From an optimization exercise on the open Yosys and OpenROAD flow, aimed at small area, a short achievable clock period and few clock cycles; shortcuts taken in it are not production practice.
RTL that was checked went through simulation tests only; none was proved equivalent to the original.
Power and IR drop assume default switching activity.

==> inputs of run a <==
Design fsq_table_engine, start of the top module:
module fsq_table_engine (
    input  wire        clk,
    input  wire        rst,
    input  wire        cmd_valid,
    output wire        cmd_ready,
    input  wire [3:0]  cmd_op,
    input  wire [7:0]  cmd_a,
    input  wire [7:0]  cmd_b,
    output wire        rsp_valid,
    output wire [3:0]  rsp_err,
    output wire [2:0]  rsp_sub,
    output wire [7:0]  rsp_arg,
    output wire [16:0] rsp_result,
    output wire        rsp_tv,
    output wire [2:0]  rsp_k,
    output wire [2:0]  rsp_b
);
clock: 10.0 ns
lec_check: 0
cap_margin: 0
core_margin: 2
core_utilization: 50
cts_cluster_diameter: 100
cts_cluster_size: 25
place_density: 0.6
slew_margin: 0
tns_end_percent: 50
standard.sh (not shown) runs the stock make flow with config.mk's settings and CLKGATE_MAP_FILE= SYNTH_SCRIPT=/design/flow/synth_recipe.tcl, a recipe that flattens the netlist after the stock synthesis.
==> flow/flow/run.sh <==
#!/bin/bash
set -euo pipefail
bash standard.sh synth > flow_synth.log 2>&1
bash standard.sh SETUP_SLACK_MARGIN=6.95 SKIP_GATE_CLONING=1 finish > flow_finish.log 2>&1
==> run b: changes against run a <==
--- a/flow/design.v
+++ b/flow/design.v
@@ -29,18 +29,18 @@
     reg        hi_f;  reg [3:0] hi_i;    
     reg        dup_f; reg [3:0] dup_i;   
     reg        tv;
     reg        tv_o;                     
     reg [2:0]  r_k, r_b;                 
     reg        fast_ok;                  
     reg        kdup;                     
     reg [15:0] seen;                     
-    wire k4 = alen[4], k3 = alen[3], k2 = alen[2], k1 = !(alen[4] | alen[3] | alen[2]);
-    wire n_sq = (alen == 5'd1) || (alen == 5'd4) || (alen == 5'd9) || (alen == 5'd16);
+    reg  k4, k3, k2, k1;
+    wire n_sq = k1 || k2 || k3 || k4;
     function [3:0] rc_of(input [3:0] p, input f4, input f3, input f2);
         reg [3:0] t;
         begin
             t[3] = p == 4'd6 || p == 4'd7 || p == 4'd8;
             t[2] = p == 4'd3 || p == 4'd4 || p == 4'd5;
             t[1] = p == 4'd2 || p == 4'd5 || p == 4'd8;
             t[0] = p == 4'd1 || p == 4'd4 || p == 4'd7;
             rc_of = ({4{f4}} & p) | ({4{f3}} & t) | ({4{f2}} & {1'b0, p[1], 1'b0, p[0]});
@@ -87,16 +87,20 @@
     reg [4:0]  sdi;
     reg        slast;
     reg [1:0]  sph;                      
     reg        dup_a, dup_b;
     reg [3:0]  min_da;                   
     reg [1:0]  sr, sc;
     reg        rst_q;
     always @(posedge clk) rst_q <= rst;
+    wire [4:0] alen_n;                   
+    always @(posedge clk) begin
+        k4 <= alen_n == 5'd16; k3 <= alen_n == 5'd9; k2 <= alen_n == 5'd4; k1 <= alen_n == 5'd1;
+    end
     reg       rdy;                       
     reg       e_cmd;                     
     reg       e_bld;                     
     reg [3:0] c_op;
     reg [7:0] c_a;                       
     reg [7:0] c_b;
     reg [3:0] c_ad;                      
     reg [3:0] c_au;                      
@@ -212,16 +216,18 @@
     wire [3:0] i1_hi = mk(min_da[3:2], 2'd0, k4, k3, k2);
     wire [3:0] i1_lo = {2'd0, min_da[1:0]};
     wire [3:0] i2_hi = {2'd0, sc};
     wire [3:0] i2_lo = mk(sr, 2'd0, k4, k3, k2);
     wire       use1  = dup_a && (min_da[3:2] == 2'd0 || !dup_b);
     wire [3:0] f_hi  = use1 ? i1_hi : i2_hi;
     wire [3:0] f_lo  = use1 ? i1_lo : i2_lo;
     wire [7:0] fin_i = k2 ? {4'd0, f_hi[1:0], f_lo[1:0]} : k1 ? 8'd0 : {f_hi, f_lo};
+    assign alen_n = (rst_q || (e_cmd && is_clear)) ? 5'd0 :
+                    (e_cmd && is_apush && !alen[4]) ? alen + 5'd1 : alen;
     wire b_pass = n_sq && !hi_f && !dup_f && pad_mem && klen == {alen, 1'b0};
     wire b_fast = fast_ok && !kdup;
     assign b_done = (bst == B_FIRST && !(b_pass && !b_fast)) ||
                     (bst == B_CHK && !dup_a && !dup_b) || bst == B_FIN2 || bst == B_ERR;
     wire q_ok  = tv && !c_age && !c_bge;
     reg        n_v;
     reg [3:0]  n_err;
     reg [2:0]  n_sub;
==> flow/flow/run.sh (replaced) <==
#!/bin/bash
set -euo pipefail
bash standard.sh synth > flow_synth.log 2>&1
bash standard.sh SETUP_SLACK_MARGIN=6.85 finish > flow_finish.log 2>&1
CAP_MARGIN = 20   (was 0)
CORE_UTILIZATION = 45   (was 50)
SLEW_MARGIN = 20   (was 0)
TNS_END_PERCENT = not set   (was 50)
==> run c: changes against run a <==
==> flow/flow/run.sh (replaced) <==
#!/bin/bash
set -euo pipefail
bash standard.sh synth > flow_synth.log 2>&1
bash standard.sh SETUP_SLACK_MARGIN=6.9 SKIP_GATE_CLONING=1 finish > flow_finish.log 2>&1
TNS_END_PERCENT = not set   (was 50)
==> qor summary <==
item	run b	run a	run c
Run status	finished clean	finished clean	finished clean
Highest Signal Layer	met5	met4	met4
Clock tree cell share of total cell area	2.61%	2.58%	2.63%
Number of gates on the worst path with buffers counted	7	1	12
Gate Count Post-Synth	2257	2267	2267
Placeable Area	61500 um^2	55100 um^2	55100 um^2
Via count of the first global-routing pass	19.8k	19.6k	19.3k
Number of setup buffers added after CTS	67	36	56
Fraction of area in multi-input gates	40.9%	41.4%	41.2%
Cell at the slowest stage of the critical path	sky130_fd_sc_hd__dfxtp_1	sky130_fd_sc_hd__dfxtp_4	sky130_fd_sc_hd__or3_4
Area growth, synth to finish	15.3%	12.0%	12.7%
Power Sequential	0.00236 W	0.00234 W	0.00234 W
Routed met1 length	37400 um	35800 um	37000 um
Testbench counts of run a, summed over its fixed seeds: cycles 14,700.
Testbench counts of run c, summed over its fixed seeds: cycles 14,700.
For run b, only the layout was checked, not whether the RTL still works.

* * *

==> wip/indigo <==
fsq_table_engine, a different RTL version from the one above (not shown whole).
==> flow/config.mk <==
export PLATFORM = sky130hd
export DESIGN_NAME = fsq_table_engine
export DESIGN_NICKNAME = fsq_table_engine
export VERILOG_FILES = /design/flow/design.v
export SDC_FILE = /design/flow/constraint.sdc
export NUM_CORES = 8
export LEC_CHECK = 0
export CAP_MARGIN = 20
export CORE_MARGIN = 2
export CORE_UTILIZATION = 45
export PLACE_DENSITY = 0.6
export SLEW_MARGIN = 20
==> flow/constraint.sdc <==
create_clock -name core_clock -period 10.0 [get_ports {clk}]
set_input_delay 2.0000 -clock core_clock [delete_from_list [all_inputs] [get_ports {clk}]]
set_output_delay 2.0000 -clock core_clock [all_outputs]
set_load 0.01 [all_outputs]
==> flow/flow/run.sh <==
#!/bin/bash
set -euo pipefail
bash standard.sh synth > flow_synth.log 2>&1
bash standard.sh SETUP_SLACK_MARGIN=7 finish > flow_finish.log 2>&1
==> inputs of wip/maple, as changes to wip/indigo <==
--- a/flow/design.v
+++ b/flow/design.v
@@ -16,16 +16,16 @@
     output wire [2:0]  rsp_b
 );
     localparam OP_NOP    = 4'h0, OP_CLEAR  = 4'h1, OP_APUSH = 4'h2, OP_KPUSH = 4'h3,
                OP_SETPAD = 4'h4, OP_BUILD  = 4'h5, OP_ENCB  = 4'hA, OP_DECB  = 4'hB,
                OP_PACK   = 4'hC, OP_UNPACK = 4'hD;
     localparam B_FIRST = 3'd0, B_SCAN = 3'd1, B_CHK = 3'd2, B_COL = 3'd3,
                B_FIN1  = 3'd4, B_FIN2 = 3'd5, B_FIN3 = 3'd6, B_ERR = 3'd7;
-    reg [111:0] alpha_f;                 
-    reg [255:0] kslot_f;                 
+    reg [6:0]  alpha [0:15];             
+    reg [7:0]  kslot [0:31];
     reg [4:0]  alen;
     reg [5:0]  klen;
     reg [7:0]  pad;
     reg        pad_mem;                  
     reg        hi_f;  reg [3:0] hi_i;    
     reg        dup_f; reg [3:0] dup_i;   
     reg        tv, tv_o;                 
@@ -34,55 +34,58 @@
     reg        kdup;                     
     reg [15:0] seen_a, seen_b;
     wire k4 = alen[4], k3 = alen[3], k2 = alen[2], k1 = !(alen[4] | alen[3] | alen[2]);
     wire n_sq = (alen == 5'd1) || (alen == 5'd4) || (alen == 5'd9) || (alen == 5'd16);
     function [3:0] rc_of(input [3:0] p, input f4, input f3, input f2);
         reg [3:0] t;
         begin
-            t[3] = p == 4'd6 || p == 4'd7 || p == 4'd8;
-            t[2] = p == 4'd3 || p == 4'd4 || p == 4'd5;
-            t[1] = p == 4'd2 || p == 4'd5 || p == 4'd8;
-            t[0] = p == 4'd1 || p == 4'd4 || p == 4'd7;
+            case (p)
+            4'd0: t = {2'd0, 2'd0}; 4'd1: t = {2'd0, 2'd1}; 4'd2: t = {2'd0, 2'd2};
+            4'd3: t = {2'd1, 2'd0}; 4'd4: t = {2'd1, 2'd1}; 4'd5: t = {2'd1, 2'd2};
+            4'd6: t = {2'd2, 2'd0}; 4'd7: t = {2'd2, 2'd1}; 4'd8: t = {2'd2, 2'd2};
+            default: t = 4'bxxxx;
+            endcase
             rc_of = ({4{f4}} & p) | ({4{f3}} & t) | ({4{f2}} & {1'b0, p[1], 1'b0, p[0]});
         end
     endfunction
     function [3:0] mk(input [1:0] r, input [1:0] c, input f4, input f3, input f2);
         reg [3:0] t;
         begin
-            t[3] = r == 2'd2 && c == 2'd2;
-            t[2] = (r == 2'd1 && c != 2'd0) || (r == 2'd2 && c != 2'd2);
-            t[1] = (r == 2'd0 && c == 2'd2) || (r == 2'd1 && c == 2'd0) || (r == 2'd2 && c != 2'd2);
-            t[0] = (r == 2'd0 && c == 2'd1) || (r == 2'd1 && c != 2'd1) || (r == 2'd2 && c == 2'd1);
+            case ({r, c})
+            4'b0000: t = 4'd0; 4'b0001: t = 4'd1; 4'b0010: t = 4'd2;
+            4'b0100: t = 4'd3; 4'b0101: t = 4'd4; 4'b0110: t = 4'd5;
+            4'b1000: t = 4'd6; 4'b1001: t = 4'd7; 4'b1010: t = 4'd8;
+            default: t = 4'bxxxx;
+            endcase
             mk = ({4{f4}} & {r, c}) | ({4{f3}} & t) | ({4{f2}} & {2'd0, r[0], c[0]});
         end
     endfunction
     function [4:0] mkb(input [1:0] r, input [1:0] c, input f4, input f3, input f2, input f1);
         reg [4:0] t;
         begin
-            t[4] = r == 2'd2 && c != 2'd0;
-            t[3] = !(r == 2'd2 && c != 2'd0);
-            t[2] = r == 2'd1 || (r == 2'd2 && c == 2'd0);
-            t[1] = (r == 2'd0 && c != 2'd0) || (r == 2'd1 && c == 2'd2) || (r == 2'd2 && c == 2'd0);
-            t[0] = (r != 2'd1 && c != 2'd1) || (r == 2'd1 && c == 2'd1);
+            case ({r, c})
+            4'b0000: t = 5'd9;  4'b0001: t = 5'd10; 4'b0010: t = 5'd11;
+            4'b0100: t = 5'd12; 4'b0101: t = 5'd13; 4'b0110: t = 5'd14;
+            4'b1000: t = 5'd15; 4'b1001: t = 5'd16; 4'b1010: t = 5'd17;
+            default: t = 5'bxxxxx;
+            endcase
             mkb = ({5{f4}} & {1'b1, r, c}) | ({5{f3}} & t) | ({5{f2}} & {3'b001, r[0], c[0]}) |
                   {4'd0, f1};
         end
     endfunction
     function [15:0] therm(input [4:0] n);
-        integer j, b;
-        reg gt, eq;
         begin
-            for (j = 0; j < 16; j = j + 1) begin
-                gt = 1'b0; eq = 1'b1;
-                for (b = 3; b >= 0; b = b - 1) begin
-                    if (!j[b]) gt = gt | (eq & n[b]);
-                    eq = eq & (n[b] == j[b]);
-                end
-                therm[j] = n[4] | gt;
-            end
+            case (n)
+            5'd0:  therm = 16'h0000; 5'd1:  therm = 16'h0001; 5'd2:  therm = 16'h0003;
+            5'd3:  therm = 16'h0007; 5'd4:  therm = 16'h000f; 5'd5:  therm = 16'h001f;
+            5'd6:  therm = 16'h003f; 5'd7:  therm = 16'h007f; 5'd8:  therm = 16'h00ff;
+            5'd9:  therm = 16'h01ff; 5'd10: therm = 16'h03ff; 5'd11: therm = 16'h07ff;
+            5'd12: therm = 16'h0fff; 5'd13: therm = 16'h1fff; 5'd14: therm = 16'h3fff;
+            5'd15: therm = 16'h7fff; default: therm = 16'hffff;
+            endcase
         end
     endfunction
     reg [2:0]  bst;
     reg        sv;                       
     reg [4:0]  sdi;
     reg        slast;
     reg [1:0]  sph;                      
@@ -93,40 +96,34 @@
     always @(posedge clk) rst_q <= rst;
     reg       rdy, rdy_o;
     reg       e_cmd;                     
     reg       e_bld;                     
     reg [3:0] c_op;
     reg [7:0] c_a;                       
     reg [7:0] c_b;
-    reg [3:0] c_ad;                      
-    reg [3:0] c_au;                      
     reg [3:0] c_sa;                      
     reg [4:0] c_sb;                      
     reg       c_age, c_bge;              
     assign cmd_ready = rdy_o;
     wire       b_done;                   
     wire [4:0] scan_next;                
     wire [7:0] prt;                      
     wire [3:0] i_rc1 = rc_of(cmd_a[3:0], k4, k3, k2);
     wire [3:0] i_rc2 = rc_of(cmd_b[3:0], k4, k3, k2);
-    wire [3:0] i_sa  = mk(i_rc1[3:2], i_rc2[1:0], k4, k3, k2);
-    wire [4:0] i_sb  = mkb(i_rc2[3:2], i_rc1[1:0], k4, k3, k2, k1);
     wire       i_bld = cmd_valid && cmd_op == OP_BUILD;
     function ge_n(input [7:0] v, input f4, input f3, input f2, input f1);
         begin
             ge_n = (|v[7:4]) || (f3 && v[3] && (|v[2:0])) || (f2 && |v[3:2]) || (f1 && |v[3:0]);
         end
     endfunction
     always @(posedge clk) begin
         c_op <= cmd_op; c_b <= cmd_b;
         c_a  <= rdy ? cmd_a : prt;
-        if (rdy) c_ad <= cmd_a[3:0];
-        if (cmd_op == OP_UNPACK) c_au <= cmd_a[3:0];
-        c_sa <= i_sa;
-        c_sb <= rdy ? i_sb : scan_next;
+        c_sa <= mk(i_rc1[3:2], i_rc2[1:0], k4, k3, k2);
+        c_sb <= rdy ? mkb(i_rc2[3:2], i_rc1[1:0], k4, k3, k2, k1) : scan_next;
         c_age <= ge_n(cmd_a, k4, k3, k2, k1);
         c_bge <= ge_n(cmd_b, k4, k3, k2, k1);
         if (rst) begin
             rdy <= 1'b1; rdy_o <= 1'b1; e_cmd <= 1'b0; e_bld <= 1'b0;
         end else if (rdy) begin
             e_cmd <= cmd_valid && !i_bld;
             e_bld <= i_bld;
@@ -150,36 +147,35 @@
     wire [15:0] amask = therm(alen);
     reg  [15:0] cam_m;
     reg  [3:0]  cam_code;
     integer i;
     always @* begin
         cam_code = 4'd0;
         for (i = 0; i < 16; i = i + 1) begin
-            cam_m[i] = (alpha_f[7*i +: 7] == c_a[6:0]) && amask[i];
+            cam_m[i] = (alpha[i] == c_a[6:0]) && amask[i];
             if (cam_m[i]) cam_code = cam_code | i[3:0];
         end
     end
     wire cam_hit = |cam_m;
-    wire [7:0] kslot_a = kslot_f[8*c_sa +: 8];
-    wire [3:0] enc_o1 = kslot_a[3:0];
-    assign     prt    = kslot_f[8*c_sb +: 8];    
+    wire [3:0] enc_o1 = kslot[c_sa][3:0];
+    assign     prt    = kslot[c_sb];     
     wire [3:0] enc_o2 = prt[3:0];
     wire [15:0] dmask_a = {{7{k4}}, {5{k4 | k3}}, {3{k4 | k3 | k2}}, 1'b1};
     wire [31:0] dmask_b = {{14{k4}}, {2{k4 | k3}}, {7{k3}}, 1'b0, {4{k2}}, 2'b00, k1, 1'b0};
     reg [15:0] dm_a;
     reg [31:0] dm_b;
     reg [3:0]  de_a, de_b;               
     always @* begin
         de_a = 4'd0; de_b = 4'd0;
         for (i = 0; i < 16; i = i + 1) begin
-            dm_a[i] = kslot_f[8*i +: 4] == c_ad && dmask_a[i];
+            dm_a[i] = kslot[i][3:0] == c_a[3:0] && dmask_a[i];
             if (dm_a[i]) de_a = de_a | i[3:0];
         end
         for (i = 0; i < 32; i = i + 1) begin
-            dm_b[i] = kslot_f[8*i +: 4] == c_b[3:0] && dmask_b[i];
+            dm_b[i] = kslot[i][3:0] == c_b[3:0] && dmask_b[i];
             if (dm_b[i]) de_b = de_b | i[3:0];
         end
     end
     wire [3:0] rc3_a = {dm_a[6] | dm_a[7] | dm_a[8], dm_a[3] | dm_a[4] | dm_a[5],
                         dm_a[2] | dm_a[5] | dm_a[8], dm_a[1] | dm_a[4] | dm_a[7]};
     wire [3:0] rc3_b = {dm_b[15] | dm_b[16] | dm_b[17], dm_b[12] | dm_b[13] | dm_b[14],
                         dm_b[11] | dm_b[14] | dm_b[17], dm_b[10] | dm_b[13] | dm_b[16]};
@@ -201,15 +197,14 @@
     wire        s_db   = s_in_b && |(seen_b & s_oh);
     wire [15:0] col_oh = 16'd1 << c_a[3:0];
     wire        c_last_r = (k4 && sr == 2'd3) || (k3 && sr == 2'd2) || (k2 && sr == 2'd1) || k1;
     wire [1:0]  sr_n = c_last_r ? 2'd0 : sr + 2'd1;
     wire [1:0]  sc_n = c_last_r ? sc + 2'd1 : sc;
     assign scan_next = bst == B_SCAN ? c_sb + 5'd1 :
                        bst == B_COL ? mkb(sr, sc, k4, k3, k2, k1) : 5'd0;
-    wire [3:0] min_rc = rc_of(min_da, k4, k3, k2);
     wire [3:0] i1_hi = mk(min_da[3:2], 2'd0, k4, k3, k2);
     wire [3:0] i1_lo = {2'd0, min_da[1:0]};
     wire [3:0] i2_hi = {2'd0, sc};
     wire [3:0] i2_lo = mk(sr, 2'd0, k4, k3, k2);
     wire       i2_lt = (i2_hi < i1_hi) || (i2_hi == i1_hi && i2_lo < i1_lo);
     wire [3:0] f_hi  = dup_a ? i1_hi : i2_hi;
     wire [3:0] f_lo  = dup_a ? i1_lo : i2_lo;
@@ -234,15 +229,15 @@
             if (is_encb || is_decb || is_unpack || is_pack) begin
                 if (!tv) n_err = 4'd2;
                 else if (!is_pack && c_age) begin n_err = 4'd6; n_sub = 3'd1; n_arg = c_a; end
                 else if ((is_encb || is_decb) && c_bge) begin n_err = 4'd6; n_sub = 3'd2; n_arg = c_b; end
             end
             if (is_encb && q_ok) n_res = {1'b1, enc_o1, 3'd0, enc_o2};
             if (is_decb && q_ok) n_res = {1'b1, dec_o1, 3'd0, dec_o2};
-            if (is_unpack && tv && !c_age) n_res = {1'b1, 4'd0, alpha_f[7*c_au +: 7]};
+            if (is_unpack && tv && !c_age) n_res = {1'b1, 4'd0, alpha[c_a[3:0]]};
             if (is_pack && tv && k_res) n_res = {1'b1, 4'd0, 3'd0, cam_code};
         end else if (e_bld) begin
             n_v = b_done;
             if (bst == B_FIRST) begin
                 if (alen == 5'd0)                 begin n_err = 4'd3; n_sub = 3'd1; end
                 else if (!n_sq)                   begin n_err = 4'd3; n_sub = 3'd2; n_arg = {3'd0, alen}; end
                 else if (hi_f)                    begin n_err = 4'd3; n_sub = 3'd3; n_arg = {4'd0, hi_i}; end
@@ -281,29 +276,27 @@
         end else if (build_ok) begin
             tv <= 1'b1; tv_o <= 1'b1;
             r_k <= {k4, k3 | k2, alen[0]};
             r_b <= {k4 | k3, k2, 1'b0};
         end
     end
     always @(posedge clk) begin
-        for (i = 0; i < 32; i = i + 1)
-            if ((kp_we || sc_we) && w_idx == i) kslot_f[8*i +: 8] <= k_data;
+        if (kp_we || sc_we) kslot[w_idx] <= k_data;
     end
     always @(posedge clk) begin
         if (rst_q) begin
             alen <= 5'd0; klen <= 6'd0; pad <= 8'h20; pad_mem <= 1'b0;
             hi_f <= 1'b0; dup_f <= 1'b0; bst <= B_FIRST;
         end else if (e_cmd) begin
             if (is_clear) begin
                 alen <= 5'd0; klen <= 6'd0; pad <= 8'h20; pad_mem <= 1'b0;
                 hi_f <= 1'b0; dup_f <= 1'b0;
             end
             if (is_apush && !alen[4]) begin
-                for (i = 0; i < 16; i = i + 1)
-                    if (alen[3:0] == i) alpha_f[7*i +: 7] <= c_a[6:0];
+                alpha[alen[3:0]] <= c_a[6:0];
                 alen <= alen + 5'd1;
                 if (!hi_f && c_a[7]) begin hi_f <= 1'b1; hi_i <= alen[3:0]; end
                 if (!dup_f && cam_hit) begin dup_f <= 1'b1; dup_i <= alen[3:0]; end
                 if (c_a == pad && !pad[7]) pad_mem <= 1'b1;
                 if (klen != 6'd0) fast_ok <= 1'b0;
             end
             if (is_kpush && !klen[5]) begin
@@ -372,15 +365,15 @@
                     end else begin
                         seen_b <= seen_b | col_oh;
                         sr <= sr_n; sc <= sc_n;
                     end
                 end
             end
             B_FIN1: begin
-                min_da <= min_rc;
+                min_da <= rc_of(min_da, k4, k3, k2);
                 bst <= B_FIN2;
             end
             B_FIN2: begin
                 if (dup_b && i2_lt) dup_a <= 1'b0;
                 bst <= B_FIN3;
             end
             B_FIN3: begin
==> flow/run.sh (new file) <==
#!/bin/bash
# synth_recipe.tcl (not shown) runs the flow's synth.tcl, then flattens the netlist and writes it again
# the make line also repeats each setting of config.mk as NAME=value (left out here)
make -C /OpenROAD-flow-scripts/flow DESIGN_CONFIG=/design/flow/config.mk WORK_HOME=/design/flow/orfs CLKGATE_MAP_FILE= SYNTH_SCRIPT=/design/flow/synth_recipe.tcl finish
Settings changed: SETUP_SLACK_MARGIN set to 5.
removed: flow/flow/run.sh
removed: flow/standard.sh
==> inputs of wip/fjord, as changes to wip/indigo <==
--- a/flow/design.v
+++ b/flow/design.v
@@ -24,19 +24,20 @@
     reg [255:0] kslot_f;                 
     reg [4:0]  alen;
     reg [5:0]  klen;
     reg [7:0]  pad;
     reg        pad_mem;                  
     reg        hi_f;  reg [3:0] hi_i;    
     reg        dup_f; reg [3:0] dup_i;   
-    reg        tv, tv_o;                 
+    reg        tv;
+    reg        tv_o;                     
     reg [2:0]  r_k, r_b;                 
     reg        fast_ok;                  
     reg        kdup;                     
-    reg [15:0] seen_a, seen_b;
+    reg [15:0] seen;                     
     wire k4 = alen[4], k3 = alen[3], k2 = alen[2], k1 = !(alen[4] | alen[3] | alen[2]);
     wire n_sq = (alen == 5'd1) || (alen == 5'd4) || (alen == 5'd9) || (alen == 5'd16);
     function [3:0] rc_of(input [3:0] p, input f4, input f3, input f2);
         reg [3:0] t;
         begin
             t[3] = p == 4'd6 || p == 4'd7 || p == 4'd8;
             t[2] = p == 4'd3 || p == 4'd4 || p == 4'd5;
@@ -87,26 +88,26 @@
     reg        slast;
     reg [1:0]  sph;                      
     reg        dup_a, dup_b;
     reg [3:0]  min_da;                   
     reg [1:0]  sr, sc;
     reg        rst_q;
     always @(posedge clk) rst_q <= rst;
-    reg       rdy, rdy_o;
+    reg       rdy;                       
     reg       e_cmd;                     
     reg       e_bld;                     
     reg [3:0] c_op;
     reg [7:0] c_a;                       
     reg [7:0] c_b;
     reg [3:0] c_ad;                      
     reg [3:0] c_au;                      
     reg [3:0] c_sa;                      
     reg [4:0] c_sb;                      
     reg       c_age, c_bge;              
-    assign cmd_ready = rdy_o;
+    assign cmd_ready = rdy;
     wire       b_done;                   
     wire [4:0] scan_next;                
     wire [7:0] prt;                      
     wire [3:0] i_rc1 = rc_of(cmd_a[3:0], k4, k3, k2);
     wire [3:0] i_rc2 = rc_of(cmd_b[3:0], k4, k3, k2);
     wire [3:0] i_sa  = mk(i_rc1[3:2], i_rc2[1:0], k4, k3, k2);
     wire [4:0] i_sb  = mkb(i_rc2[3:2], i_rc1[1:0], k4, k3, k2, k1);
@@ -114,31 +115,31 @@
     function ge_n(input [7:0] v, input f4, input f3, input f2, input f1);
         begin
             ge_n = (|v[7:4]) || (f3 && v[3] && (|v[2:0])) || (f2 && |v[3:2]) || (f1 && |v[3:0]);
         end
     endfunction
     always @(posedge clk) begin
         c_op <= cmd_op; c_b <= cmd_b;
-        c_a  <= rdy ? cmd_a : prt;
-        if (rdy) c_ad <= cmd_a[3:0];
+        c_a  <= e_bld ? prt : cmd_a;
+        if (!e_bld) c_ad <= cmd_a[3:0];
         if (cmd_op == OP_UNPACK) c_au <= cmd_a[3:0];
         c_sa <= i_sa;
-        c_sb <= rdy ? i_sb : scan_next;
+        c_sb <= e_bld ? scan_next : i_sb;
         c_age <= ge_n(cmd_a, k4, k3, k2, k1);
         c_bge <= ge_n(cmd_b, k4, k3, k2, k1);
         if (rst) begin
-            rdy <= 1'b1; rdy_o <= 1'b1; e_cmd <= 1'b0; e_bld <= 1'b0;
-        end else if (rdy) begin
+            rdy <= 1'b1; e_cmd <= 1'b0; e_bld <= 1'b0;
+        end else if (!e_bld) begin
             e_cmd <= cmd_valid && !i_bld;
             e_bld <= i_bld;
-            rdy <= !i_bld; rdy_o <= !i_bld;
+            rdy <= !i_bld;
         end else begin
             e_cmd <= 1'b0;
             e_bld <= !b_done;
-            rdy <= b_done; rdy_o <= b_done;
+            rdy <= b_done;
         end
     end
     wire is_clear  = c_op == OP_CLEAR;
     wire is_apush  = c_op == OP_APUSH;
     wire is_kpush  = c_op == OP_KPUSH;
     wire is_setpad = c_op == OP_SETPAD;
     wire is_encb   = c_op == OP_ENCB;
@@ -185,24 +186,26 @@
                         dm_b[11] | dm_b[14] | dm_b[17], dm_b[10] | dm_b[13] | dm_b[16]};
     wire [3:0] rca = ({4{k4}} & de_a) | ({4{k3}} & rc3_a) | ({4{k2}} & {1'b0, de_a[1], 1'b0, de_a[0]});
     wire [3:0] rcb = ({4{k4}} & de_b) | ({4{k3}} & rc3_b) | ({4{k2}} & {1'b0, de_b[1], 1'b0, de_b[0]});
     wire [3:0] dec_o1 = mk(rca[3:2], rcb[1:0], k4, k3, k2);
     wire [3:0] dec_o2 = mk(rcb[3:2], rca[1:0], k4, k3, k2);
     wire        k_res  = !c_a[7] && cam_hit;
     wire [7:0]  k_data = c_a[7] ? 8'h90 : (cam_hit ? {4'b1000, cam_code} : {1'b0, c_a[6:0]});
-    wire        k_in_b = klen >= {1'b0, alen};
+    wire        k_fresh = klen == 6'd0 || klen == {1'b0, alen};   
     wire        kp_we  = e_cmd && is_kpush && !klen[5];
     wire        sc_we  = e_bld && bst == B_SCAN && sv && !c_a[7];
     wire [4:0]  w_idx  = e_bld ? sdi : klen[4:0];
     wire        s_in_b = sdi >= alen;
     wire        s_res  = c_a[7];
     wire        s_bad  = s_res ? c_a[4] : !cam_hit;
     wire [15:0] s_oh   = s_res ? (16'd1 << c_a[3:0]) : cam_m;
-    wire        s_da   = !s_in_b && |(seen_a & s_oh);
-    wire        s_db   = s_in_b && |(seen_b & s_oh);
+    wire        s_fresh = sdi == 5'd0 || sdi == alen;    
+    wire        s_dup  = !s_fresh && |(seen & s_oh);
+    wire        s_da   = !s_in_b && s_dup;
+    wire        s_db   = s_in_b && s_dup;
     wire [15:0] col_oh = 16'd1 << c_a[3:0];
     wire        c_last_r = (k4 && sr == 2'd3) || (k3 && sr == 2'd2) || (k2 && sr == 2'd1) || k1;
     wire [1:0]  sr_n = c_last_r ? 2'd0 : sr + 2'd1;
     wire [1:0]  sc_n = c_last_r ? sc + 2'd1 : sc;
     assign scan_next = bst == B_SCAN ? c_sb + 5'd1 :
                        bst == B_COL ? mkb(sr, sc, k4, k3, k2, k1) : 5'd0;
     wire [3:0] min_rc = rc_of(min_da, k4, k3, k2);
@@ -271,22 +274,21 @@
         r_err <= n_err; r_sub <= n_sub; r_arg <= n_arg; r_res <= n_res;
         if (rst) r_v <= 1'b0; else r_v <= n_v;
     end
     wire build_ok = e_bld && ((bst == B_FIRST && b_pass && b_fast) ||
                               (bst == B_CHK && !dup_a && !dup_b));
     wire tv_clr   = (e_cmd && (is_clear || is_setpad || (is_apush && !alen[4]) || (is_kpush && !klen[5]))) ||
                     (e_bld && bst == B_FIRST);
+    wire tv_n = !rst_q && (build_ok || (tv && !tv_clr));
+    wire tv_r = tv_n && n_v;
     always @(posedge clk) begin
-        if (rst_q || (tv_clr && !build_ok)) begin
-            tv <= 1'b0; tv_o <= 1'b0; r_k <= 3'd0; r_b <= 3'd0;
-        end else if (build_ok) begin
-            tv <= 1'b1; tv_o <= 1'b1;
-            r_k <= {k4, k3 | k2, alen[0]};
-            r_b <= {k4 | k3, k2, 1'b0};
-        end
+        tv   <= tv_n;
+        tv_o <= tv_r;
+        r_k  <= tv_r ? {k4, k3 | k2, alen[0]} : 3'd0;
+        r_b  <= tv_r ? {k4 | k3, k2, 1'b0} : 3'd0;
     end
     always @(posedge clk) begin
         for (i = 0; i < 32; i = i + 1)
             if ((kp_we || sc_we) && w_idx == i) kslot_f[8*i +: 8] <= k_data;
     end
     always @(posedge clk) begin
         if (rst_q) begin
@@ -304,77 +306,68 @@
                 if (!hi_f && c_a[7]) begin hi_f <= 1'b1; hi_i <= alen[3:0]; end
                 if (!dup_f && cam_hit) begin dup_f <= 1'b1; dup_i <= alen[3:0]; end
                 if (c_a == pad && !pad[7]) pad_mem <= 1'b1;
                 if (klen != 6'd0) fast_ok <= 1'b0;
             end
             if (is_kpush && !klen[5]) begin
                 klen <= klen + 6'd1;
+                seen <= (k_fresh ? 16'd0 : seen) | cam_m;
                 if (klen == 6'd0) begin
                     fast_ok <= k_res;
                     kdup <= 1'b0;
-                    seen_a <= k_in_b ? 16'd0 : cam_m;
-                    seen_b <= k_in_b ? cam_m : 16'd0;
                 end else begin
                     fast_ok <= fast_ok && k_res;
-                    if (k_in_b) begin
-                        if (|(seen_b & cam_m)) kdup <= 1'b1;
-                        seen_b <= seen_b | cam_m;
-                    end else begin
-                        if (|(seen_a & cam_m)) kdup <= 1'b1;
-                        seen_a <= seen_a | cam_m;
-                    end
+                    if (!k_fresh && |(seen & cam_m)) kdup <= 1'b1;
                 end
             end
             if (is_setpad) begin
                 pad <= c_a;
                 pad_mem <= !c_a[7] && cam_hit;
             end
         end else if (e_bld) begin
             case (bst)
             B_FIRST: begin
                 sv <= 1'b0;
                 if (b_pass && !b_fast) begin
                     bst <= B_SCAN;
-                    seen_a <= 16'd0; seen_b <= 16'd0;
                     dup_a <= 1'b0; dup_b <= 1'b0;
                     fast_ok <= 1'b0;
                 end
             end
             B_SCAN: begin
                 sv <= 1'b1; sdi <= c_sb;
                 slast <= c_sb == klen[4:0] - 5'd1;
                 if (sv) begin
                     if (s_bad) begin
                         bst <= B_ERR;            
                     end else begin
-                        if (s_in_b) seen_b <= seen_b | s_oh;
-                        else        seen_a <= seen_a | s_oh;
+                        seen <= (s_fresh ? 16'd0 : seen) | s_oh;
                         if (s_da && !dup_a) begin dup_a <= 1'b1; min_da <= sdi[3:0]; end
                         if (s_db) dup_b <= 1'b1;
                         if (slast) bst <= B_CHK;
                     end
                 end
             end
             B_CHK: begin
                 if (dup_b) begin
                     bst <= B_COL; sr <= 2'd0; sc <= 2'd0; sph <= 2'd0;
-                    seen_b <= 16'd0;
+                    seen <= 16'd0;
                 end else if (dup_a) begin
                     bst <= B_FIN1;
                 end else begin
                     bst <= B_FIRST;
                 end
             end
             B_COL: begin
                 sph <= sph == 2'd2 ? 2'd0 : sph + 2'd1;
                 if (sph == 2'd2) begin
-                    if (|(seen_b & col_oh)) begin
+                    if (|(seen & col_oh)) begin
                         bst <= B_FIN1;
                     end else begin
-                        seen_b <= seen_b | col_oh;
+                        seen <= seen | col_oh;
                         sr <= sr_n; sc <= sc_n;
                     end
                 end
             end
             B_FIN1: begin
                 min_da <= min_rc;
                 bst <= B_FIN2;
==> summary of the runs <==
Against wip/maple, the sequential power of wip/indigo is smaller by about 2%. The lowest via count belongs to wip/maple, the highest to wip/indigo. The lowest sequential share of layout area belongs to wip/indigo, the highest to wip/maple. Maximum frequency, lowest first: wip/maple, wip/fjord, wip/indigo. Global-route usage: wip/indigo > wip/fjord > wip/maple. The highest cell area belongs to wip/indigo, the lowest to wip/maple. The lowest flip-flop and latch count belongs to wip/fjord, the highest to wip/maple. Between wip/maple and wip/indigo, the lower wire length is in wip/maple (gap 11%, measured against wip/indigo).
==> figures <==
quantity	wip/indigo	wip/maple	wip/fjord
Fraction of power consumed by the clock network	0.450	0.446	0.457
Total non-filler cell area in the finished layout	35610 µm²	32330 µm²	34320 µm²
Fin worst setup slack	6768 ps	5318 ps	6748 ps
Peak per-stage delay on the critical path	350 ps	760 ps	530 ps
Nets	2615	2447	2453
Flip-flop and latch power	2.41 mW	2.45 mW	2.34 mW
Number of placed instances, taps included	3152	3175	2975
Avg Inst Size Synth	12.13 µm²	12.23 µm²	12.24 µm²
Worst Hold Path EP	r_k[2]	r_b[2]	r_arg[6]
Worst setup path end	cmd_ready	-	r_res[2]
Number of clock buffers in the layout	72	67	72
Total routed wire length on the met1 layer	39330 µm	39980 µm	37400 µm
Non-clk invs	80	71	54
Critical Path Start	rdy_o	c_a[1]	c_a[0]
Max Fanout on Critical Path	2	57	7
Reg-to-reg setup timing slack	6820 ps	5320 ps	6750 ps
Outcome	no timing/DRC/antenna violations	no timing/DRC/antenna violations	no timing/DRC/antenna violations
Testbench counts of wip/indigo, summed over its fixed seeds: cycles 14,700.
Testbench counts of wip/fjord, summed over its fixed seeds: cycles 14,700.
Function not checked in wip/maple: the RTL went through the layout flow alone.

[re-timing with driven ports]
In the flow no input, the clock included, has a driving cell. The finished layouts below were timed again as built, in two steps. Step 1 assumes that a clkbuf_16 drives the clock port and a buf_2 every other input. Step 2 moves the port delays by t, midway between the first and last clock arrival at a register: inputs arrive t later, outputs are due t later. That takes back most of the time a late clock gives input paths. Slacks: ideal ports / drivers / drivers and shift; pairs: ideal ports / drivers.
run	t (ns)	slack for setup (ns)	hold WS [ns]	latest minus earliest clock arrival (ns)
run a	0.657	6.826 / 6.766 / 6.371	0.544 / 0.544 / 0.544	0.038 / 0.038
run b	0.670	6.796 / 6.796 / 6.304	0.493 / 0.493 / 0.493	0.054 / 0.055
run c	0.680	6.857 / 6.800 / 6.276	0.551 / 0.551 / 0.551	0.022 / 0.022
wip/indigo	0.704	6.768 / 6.705 / 6.326	0.497 / 0.497 / 0.497	0.033 / 0.034
wip/maple	0.715	5.318 / 5.318 / 5.318	0.462 / 0.462 / 0.462	0.030 / 0.030
wip/fjord	0.691	6.748 / 6.748 / 6.261	0.488 / 0.488 / 0.488	0.032 / 0.033
After both steps every run listed still meets setup and hold. The setup slack of run c, which loses most, moves by -0.057 ns with the drivers and by -0.581 ns with both steps.
